Background: an optimization exercise with open tools, aiming at small area. Do not read the settings as production practice. The RTL was checked by simulation tests, not by an equivalence proof against the original design. Power is estimated from default activity; no workload was simulated.

## reefmon_core
module reefmon_core (
    input  wire        clk,
    input  wire        rst,
    input  wire        ev_valid,
    input  wire [2:0]  ev_type,
    input  wire [7:0]  ev_data,
    output wire        rd_valid,
    output wire [7:0]  rd_data,
    input  wire        clr_err,
    input  wire        en_we,
    input  wire        en_val,
    input  wire        pub_valid,
    input  wire [15:0] pub_raw,
    input  wire [15:0] pub_hum_t,
    input  wire [15:0] pub_hum_h,
    input  wire [15:0] pub_depth,
    output wire        error,
    output wire [63:0] channels,
    input  wire        tick_us,
    input  wire        ow_start,
    input  wire        ow_in,
    output wire        ow_drive_low,
    output wire        ow_busy,
    output wire        ow_done,
    output wire        ow_ok,
    output wire [15:0] ow_raw,
    output wire [7:0]  ow_int,
    output wire [15:0] ow_frac
);
==> flow/config.mk <==
export PLATFORM = sky130hd
export DESIGN_NAME = reefmon_core
export DESIGN_NICKNAME = reefmon_core
export VERILOG_FILES = /design/flow/design.v
export SDC_FILE = /design/flow/constraint.sdc
export NUM_CORES = 4
export LEC_CHECK = 0
export CAP_MARGIN = 20
export CORE_MARGIN = 2
export CORE_UTILIZATION = 60
export SLEW_MARGIN = 20
==> flow/constraint.sdc <==
create_clock -name core_clock -period 10.0 [get_ports {clk}]
set_input_delay 2.0000 -clock core_clock [delete_from_list [all_inputs] [get_ports {clk}]]
set_output_delay 2.0000 -clock core_clock [all_outputs]
set_load 0.01 [all_outputs]
standard.sh (not shown) runs the stock make flow with config.mk's settings and CLKGATE_MAP_FILE= SYNTH_SCRIPT=/design/flow/synth_recipe.tcl, a recipe that flattens the netlist after the stock synthesis.
==> flow/flow/run.sh <==
#!/bin/bash
# Layout flow: the standard flow (standard.sh), with three changes that
# only affect how the same registers are laid out:
#  1. after the standard synthesis, the logic between the registers is
#     re-mapped for area (ABC's area mapper, six rounds, area.abc), and the
#     load/hold/reset logic in front of plain flip-flops is rebuilt as a22o
#     cells (a22o_rewrite.py); the registers, their names and cell types are
#     kept as the standard synthesis made them;
#  2. the port buffers use the smallest buffer cell;
#  3. the clock tree uses small sink clusters of clkbuf_4 and no dummy loads.
# Each tool writes its full output to a log file in this folder.
set -euo pipefail
export BUFFER_PORTS_ARGS="-buffer_cell sky130_fd_sc_hd__buf_1"
export CTS_ARGS="-sink_clustering_enable -repair_clock_nets -dont_use_dummy_load -buf_list sky130_fd_sc_hd__clkbuf_4 -sink_clustering_size 10 -sink_clustering_max_diameter 35"

bash standard.sh synth > synth.log 2>&1

R=$PWD/orfs/results/sky130hd/reefmon_core/base
LIB=$FLOW_HOME/platforms/sky130hd/lib/sky130_fd_sc_hd__tt_025C_1v80.lib
DONT_USE=$(awk '/^export DONT_USE_CELLS/ {f=1} f {print; if ($0 !~ /\\$/) exit}' $FLOW_HOME/platforms/sky130hd/config.mk \
           | tr -s ' \t\\' '\n' | grep '^sky130' | sed 's/^/-dont_use /' | tr '\n' ' ')
cp $R/1_2_yosys.v standard_synth.v
cat > reopt.ys <<EOS
read_liberty -ignore_miss_func $LIB
read_verilog standard_synth.v
hierarchy -top $FLOW_TOP
# registers (and the tie cell) stay as they are; the logic cells become gates
blackbox sky130_fd_sc_hd__dfxtp_1 sky130_fd_sc_hd__edfxtp_1 sky130_fd_sc_hd__conb_1
flatten
rename -hide w:* i:* %d o:* %d
opt_clean -purge
abc -liberty $LIB $DONT_USE -script $PWD/flow/area.abc
opt_clean -purge
write_verilog -noattr -noexpr -nohex -nodec reopt1.v
EOS
yosys -s reopt.ys > reopt.log 2>&1

# load/hold/reset logic in front of plain flip-flops as a22o cells
python3 flow/a22o_rewrite.py $LIB reopt1.v reopt2.v > a22o_rewrite.log 2>&1

cat > finish_netlist.ys <<EOS
read_liberty -lib $LIB
read_verilog reopt2.v
hierarchy -top $FLOW_TOP
opt_clean -purge
hilomap -singleton -hicell sky130_fd_sc_hd__conb_1 HI -locell sky130_fd_sc_hd__conb_1 LO
splitnets
opt_clean -purge
insbuf -buf sky130_fd_sc_hd__buf_4 A X
tee -o reopt_stat.txt stat -liberty $LIB
write_verilog -noattr -noexpr -nohex -nodec reopt.v
EOS
yosys -s finish_netlist.ys > finish_netlist.log 2>&1

# a register the standard synthesis made must not be lost or renamed
grep -oE 'sky130_fd_sc_hd__e?dfxtp_1 +[^ ]+' standard_synth.v | sort > regs_std.txt
grep -oE 'sky130_fd_sc_hd__e?dfxtp_1 +[^ ]+' reopt.v | sort > regs_reopt.txt
cmp regs_std.txt regs_reopt.txt

# the re-mapped netlist must do what the standard synthesis's does (registers
# paired by name); if the proof fails, lay out the standard netlist instead
cat > equiv.ys <<EOS
read_liberty -ignore_miss_func $LIB
read_verilog standard_synth.v
rename $FLOW_TOP gold
read_verilog reopt.v
rename $FLOW_TOP gate
flatten gold gate
opt_clean
equiv_make gold gate eq
hierarchy -top eq
equiv_simple -seq 2
equiv_induct
equiv_status -assert
EOS
if yosys -s equiv.ys > equiv.log 2>&1; then
  cp reopt.v $R/1_2_yosys.v
else
  echo "re-mapped netlist not proven equivalent: using the standard one" >> equiv.log
  cp standard_synth.v $R/1_2_yosys.v
fi
rm -f $R/1_synth.odb $R/1_synth.sdc
bash standard.sh > standard.log 2>&1
Other scripts of this flow, unchanged in this note and not shown: flow/flow/a22o_rewrite.py, flow/flow/area.abc
The baseline passed the timing, DRC and antenna checks.
==> next run, changes <==
--- a/flow/flow/run.sh
+++ b/flow/flow/run.sh
@@ -10 +10 @@
-#  3. the clock tree uses small sink clusters of clkbuf_4 and no dummy loads.
+#  3. the clock tree uses sink clusters of clkbuf_8 and no dummy loads.
@@ -14 +14 @@
-export CTS_ARGS="-sink_clustering_enable -repair_clock_nets -dont_use_dummy_load -buf_list sky130_fd_sc_hd__clkbuf_4 -sink_clustering_size 10 -sink_clustering_max_diameter 35"
+export CTS_ARGS="-sink_clustering_enable -repair_clock_nets -dont_use_dummy_load -buf_list {sky130_fd_sc_hd__clkbuf_4 sky130_fd_sc_hd__clkbuf_8} -sink_clustering_size 10 -sink_clustering_max_diameter 50"
After rerunning: Die area stays the same. Routed wire length goes up by 0.34%. Count of clock-buffer cells in the layout goes down by 7. Hold slack gets better by 0.027 ns. Register-to-register slack gets worse by 0.02 ns.
==> next run, changes <==
--- a/flow/flow/run.sh
+++ b/flow/flow/run.sh
@@ -14 +14 @@
-export CTS_ARGS="-sink_clustering_enable -repair_clock_nets -dont_use_dummy_load -buf_list {sky130_fd_sc_hd__clkbuf_4 sky130_fd_sc_hd__clkbuf_8} -sink_clustering_size 10 -sink_clustering_max_diameter 50"
+export CTS_ARGS="-sink_clustering_enable -repair_clock_nets -dont_use_dummy_load -buf_list sky130_fd_sc_hd__clkbuf_4 -sink_clustering_size 10 -sink_clustering_max_diameter 50"
Effect: Via count is unchanged; fmax fell by a few percent; final cell count stays flat; combinational power fell slightly; critical path depth does not change; global-route usage fell by 0.13 points; design area fell slightly; power fell by a little under a tenth; synthesized cell count stays the same.
==> next run, changes <==
--- a/flow/flow/run.sh
+++ b/flow/flow/run.sh
@@ -10 +10 @@
-#  3. the clock tree uses sink clusters of clkbuf_8 and no dummy loads.
+#  3. the clock tree uses small sink clusters of clkbuf_4 and no dummy loads.
- CORE_UTILIZATION: 60 -> 75
After rerunning:
- sequential cell count does not change
- synthesized cell count is unchanged
- power stays flat
- non-clock buffer count increases by 3
==> next run, changes <==
- CORE_UTILIZATION: 75 -> 60
After rerunning:
- The changed run completed with no timing, DRC or antenna violations
- cell count climbs by about 3%
- synthesized cell count stays the same
- sequential share of layout area goes down by 0.29 points
- critical path depth went down by 1
- worst setup slack got worse by 0.59 ns
==> next run, changes <==
--- a/flow/flow/run.sh
+++ b/flow/flow/run.sh
@@ -10 +10 @@
-#  3. the clock tree uses small sink clusters of clkbuf_4 and no dummy loads.
+#  3. the clock tree uses sink clusters of clkbuf_8 and no dummy loads.
@@ -14 +14 @@
-export CTS_ARGS="-sink_clustering_enable -repair_clock_nets -dont_use_dummy_load -buf_list sky130_fd_sc_hd__clkbuf_4 -sink_clustering_size 10 -sink_clustering_max_diameter 50"
+export CTS_ARGS="-sink_clustering_enable -repair_clock_nets -dont_use_dummy_load -buf_list sky130_fd_sc_hd__clkbuf_8 -sink_clustering_size 16 -sink_clustering_max_diameter 80"
=>
- sequential cell count is unchanged
- setup slack improves by 0.14 ns
- first-iteration DRC count shrinks by about 8%
- non-clock buffer count stays the same
- worst hold slack improves by 0.027 ns
- area after synthesis does not change
- routed wire length barely changes
- synthesized cell count is unchanged
- final cell count shrinks by about 0.8%
- via count shrinks by 1.3%

## run A
Starting RTL as in the previous note.
clock: 10.0 ns
lec_check: 0
cap_margin: 20
core_margin: 2
core_utilization: 60
slew_margin: 20
==> flow/flow/run.sh <==
#!/bin/bash
# Layout flow: the standard flow (standard.sh), with three changes that
# only affect how the same registers are laid out:
#  1. after the standard synthesis, the logic between the registers is
#     re-mapped for area (ABC's area mapper, six rounds, area.abc); the registers, their
#     names and cell types are kept as the standard synthesis made them;
#  2. the port buffers use the smallest buffer cell;
#  3. the clock tree uses sink clusters of clkbuf_8 and no dummy loads.
# Each tool writes its full output to a log file in this folder.
set -euo pipefail
export BUFFER_PORTS_ARGS="-buffer_cell sky130_fd_sc_hd__buf_1"
export CTS_ARGS="-sink_clustering_enable -repair_clock_nets -dont_use_dummy_load -buf_list sky130_fd_sc_hd__clkbuf_8 -sink_clustering_size 16 -sink_clustering_max_diameter 80"

bash standard.sh synth > synth.log 2>&1

R=$PWD/orfs/results/sky130hd/reefmon_core/base
LIB=$FLOW_HOME/platforms/sky130hd/lib/sky130_fd_sc_hd__tt_025C_1v80.lib
DONT_USE=$(awk '/^export DONT_USE_CELLS/ {f=1} f {print; if ($0 !~ /\\$/) exit}' $FLOW_HOME/platforms/sky130hd/config.mk \
           | tr -s ' \t\\' '\n' | grep '^sky130' | sed 's/^/-dont_use /' | tr '\n' ' ')
cp $R/1_2_yosys.v standard_synth.v
cat > reopt.ys <<EOS
read_liberty -ignore_miss_func $LIB
read_verilog standard_synth.v
hierarchy -top $FLOW_TOP
# registers (and the tie cell) stay as they are; the logic cells become gates
blackbox sky130_fd_sc_hd__dfxtp_1 sky130_fd_sc_hd__edfxtp_1 sky130_fd_sc_hd__conb_1
flatten
rename -hide w:* i:* %d o:* %d
opt_clean -purge
abc -liberty $LIB $DONT_USE -script $PWD/flow/area.abc
opt_clean -purge
hilomap -singleton -hicell sky130_fd_sc_hd__conb_1 HI -locell sky130_fd_sc_hd__conb_1 LO
splitnets
opt_clean -purge
insbuf -buf sky130_fd_sc_hd__buf_4 A X
tee -o reopt_stat.txt stat -liberty $LIB
write_verilog -noattr -noexpr -nohex -nodec reopt.v
EOS
yosys -s reopt.ys > reopt.log 2>&1

# a register the standard synthesis made must not be lost or renamed
grep -oE 'sky130_fd_sc_hd__e?dfxtp_1 +[^ ]+' standard_synth.v | sort > regs_std.txt
grep -oE 'sky130_fd_sc_hd__e?dfxtp_1 +[^ ]+' reopt.v | sort > regs_reopt.txt
cmp regs_std.txt regs_reopt.txt

cp reopt.v $R/1_2_yosys.v
rm -f $R/1_synth.odb $R/1_synth.sdc
bash standard.sh > standard.log 2>&1
==> flow/flow/area.abc <==
&get -n
&st
&dch -f
&put
amap
&get -n
&st
&dch -f
&put
amap
&get -n
&st
&dch -f
&put
amap
&get -n
&st
&dch -f
&put
amap
&get -n
&st
&dch -f
&put
amap
&get -n
&st
&dch -f
&put
amap
topo
--- input diff run A..run B ---
diff --git a/flow/flow/run.sh b/flow/flow/run.sh
--- a/flow/flow/run.sh
+++ b/flow/flow/run.sh
@@ -5 +5 @@
-#     re-mapped for area (ABC's area mapper, six rounds, area.abc); the registers, their
+#     re-mapped for area (ABC's area mapper, area.abc); the registers, their
@@ -8 +8 @@
-#  3. the clock tree uses sink clusters of clkbuf_8 and no dummy loads.
+#  3. the clock tree uses sink clusters of clkbuf_16 and no dummy loads.
==> flow/flow/area.abc <==
&get -n
&st
&dch -f
&put
amap
topo
==> comparison <==
Looking at most heavily used metal layer in global routing, the met1 result is from run B; the met2 one comes from run A. The fraction of area in registers number comes out higher for run A vs run B. In the reports for run A and run B, the larger power density of the placed cells belongs to run A. For run A, the end point of the critical path was u_bus.crc[2]$_DFFE_PN_, unlike run B, where it was rd_data[5]. Compared with run A, run B shows a lower worst setup slack.
#### Input delta (run C over run B)
# run B
export LEC_CHECK = 0
export CAP_MARGIN = 20
export CORE_MARGIN = 2
export CORE_UTILIZATION = 60
export SLEW_MARGIN = 20
create_clock -name core_clock -period 10.0 [get_ports {clk}]
# run C
export LEC_CHECK = 0
export CAP_MARGIN = 20
export CORE_MARGIN = 2
export CORE_UTILIZATION = 70
export SLEW_MARGIN = 20
create_clock -name core_clock -period 10.0 [get_ports {clk}]
diff --git a/flow/flow/run.sh b/flow/flow/run.sh
--- a/flow/flow/run.sh
+++ b/flow/flow/run.sh
@@ -12 +12 @@
-export CTS_ARGS="-sink_clustering_enable -repair_clock_nets -dont_use_dummy_load -buf_list sky130_fd_sc_hd__clkbuf_8 -sink_clustering_size 16 -sink_clustering_max_diameter 80"
+export CTS_ARGS="-sink_clustering_enable -repair_clock_nets -dont_use_dummy_load -buf_list sky130_fd_sc_hd__clkbuf_16 -sink_clustering_size 25 -sink_clustering_max_diameter 120"
- | delay of the slowest critical-path stage | run C vs run B | 30 ps higher |
- For run C, the startpoint of the worst setup timing path was u_bus.op[0]$_DFFE_PP_, unlike run B, where it was u_bus.op[1]$_DFFE_PP_.
- The sequential group power on run C is in line with that on run B.
- There was hardly any difference in share of total power in combinational logic between run B and run C.
- Run B -> run C: count of placed standard cells including taps decreased by a few percent
- After detailed routing, run B needs less wire than run C.
- Compared with run B, in run C floorplan die width dropped 9.5 microns; detailed-router iteration count before antenna repair shows a reduction of 1; met2 track utilization from global routing climbed 9.6 points; total power of the final layout rose about 4.4%.
- Taking run B as the reference, in run C total vias in the final route shows an increase of 296; total of fill cells in the finished design down 390.
Edits applied to the flow inputs when going from run C to run D:
# run C
export LEC_CHECK = 0
export CAP_MARGIN = 20
export CORE_MARGIN = 2
export CORE_UTILIZATION = 70
export SLEW_MARGIN = 20
create_clock -name core_clock -period 10.0 [get_ports {clk}]
# run D
export LEC_CHECK = 0
export CAP_MARGIN = 0
export CORE_MARGIN = 2
export CORE_UTILIZATION = 60
export SLEW_MARGIN = 0
create_clock -name core_clock -period 10.0 [get_ports {clk}]
diff --git a/flow/flow/run.sh b/flow/flow/run.sh
--- a/flow/flow/run.sh
+++ b/flow/flow/run.sh
@@ -5 +5 @@
-#     re-mapped for area (ABC's area mapper, area.abc); the registers, their
+#     re-mapped for area (ABC's area mapper, six rounds, area.abc); the registers, their
@@ -8 +8 @@
-#  3. the clock tree uses sink clusters of clkbuf_16 and no dummy loads.
+#  3. the clock tree uses sink clusters of clkbuf_8 and no dummy loads.
@@ -12 +12 @@
-export CTS_ARGS="-sink_clustering_enable -repair_clock_nets -dont_use_dummy_load -buf_list sky130_fd_sc_hd__clkbuf_16 -sink_clustering_size 25 -sink_clustering_max_diameter 120"
+export CTS_ARGS="-sink_clustering_enable -repair_clock_nets -dont_use_dummy_load -buf_list sky130_fd_sc_hd__clkbuf_8 -sink_clustering_size 16 -sink_clustering_max_diameter 80"
==> flow/flow/area.abc <==
&get -n
&st
&dch -f
&put
amap
&get -n
&st
&dch -f
&put
amap
&get -n
&st
&dch -f
&put
amap
&get -n
&st
&dch -f
&put
amap
&get -n
&st
&dch -f
&put
amap
&get -n
&st
&dch -f
&put
amap
topo
[summary]
Relative to run C, relative contribution of the clock network to total power has gone down in run D.
The count of multi-input gates of run D is higher than that of run C.
Run D vs. run C: number of flip-flops and latches saw little to no change; post-detailed-route wirelength per cell saw a decrease; maximum frequency saw an increase.

-- separate check: timing with driven ports --
How much do the figures lean on ideal ports? The routed layouts below were timed once more, with nothing changed but the port constraints.
Step 1, drivers: a clkbuf_16 drives clk and a buf_2 each remaining input, both assumed.
Step 2, shift: input delay + t, output delay - t, t = (earliest + latest rising clock arrival at the registers) / 2. This alone moves slack from input paths to output paths.
Slacks: no drivers / after step 1 / after step 2; pairs: no drivers / after step 1.
| run | t, ns | setup slack, ns | worst hold slack (ns) | slew at the worst register clock pin (ns) | worst slew at a driven data input, ns |
|---|---|---|---|---|---|
| the first run of note 1 | 0.647 | 4.301 / 4.263 / 4.910 | 0.400 / 0.400 / 0.400 | 0.11 / 0.11 | 0.07 |
| the second run of note 1 | 0.573 | 4.370 / 4.332 / 4.904 | 0.427 / 0.427 / 0.427 | 0.08 / 0.08 | 0.08 |
| the third run of note 1 | 0.678 | 4.225 / 4.186 / 4.865 | 0.428 / 0.428 / 0.428 | 0.12 / 0.12 | 0.07 |
| the fourth run of note 1 | 0.675 | 4.814 / 4.774 / 5.103 | 0.466 / 0.466 / 0.466 | 0.12 / 0.12 | 0.06 |
| the fifth run of note 1 | 0.678 | 4.225 / 4.186 / 4.865 | 0.428 / 0.428 / 0.428 | 0.12 / 0.12 | 0.07 |
| the sixth run of note 1 | 0.532 | 4.364 / 4.326 / 4.858 | 0.455 / 0.455 / 0.455 | 0.11 / 0.11 | 0.08 |
| run A | 0.530 | 5.137 / 5.153 / 4.623 | 0.453 / 0.453 / 0.453 | 0.11 / 0.11 | 0.06 |
| run B | 0.536 | 5.109 / 5.068 / 4.761 | 0.449 / 0.449 / 0.449 | 0.10 / 0.10 | 0.05 |
| run C | 0.505 | 5.124 / 5.080 / 4.970 | 0.451 / 0.451 / 0.451 | 0.10 / 0.10 | 0.06 |
| run D | 0.520 | 5.140 / 5.153 / 4.632 | 0.436 / 0.436 / 0.436 | 0.10 / 0.10 | 0.06 |
After both steps setup and hold are still met in every run listed. The setup slack of run A, which loses most, moves by +0.016 ns with the drivers and by -0.514 ns with both steps.
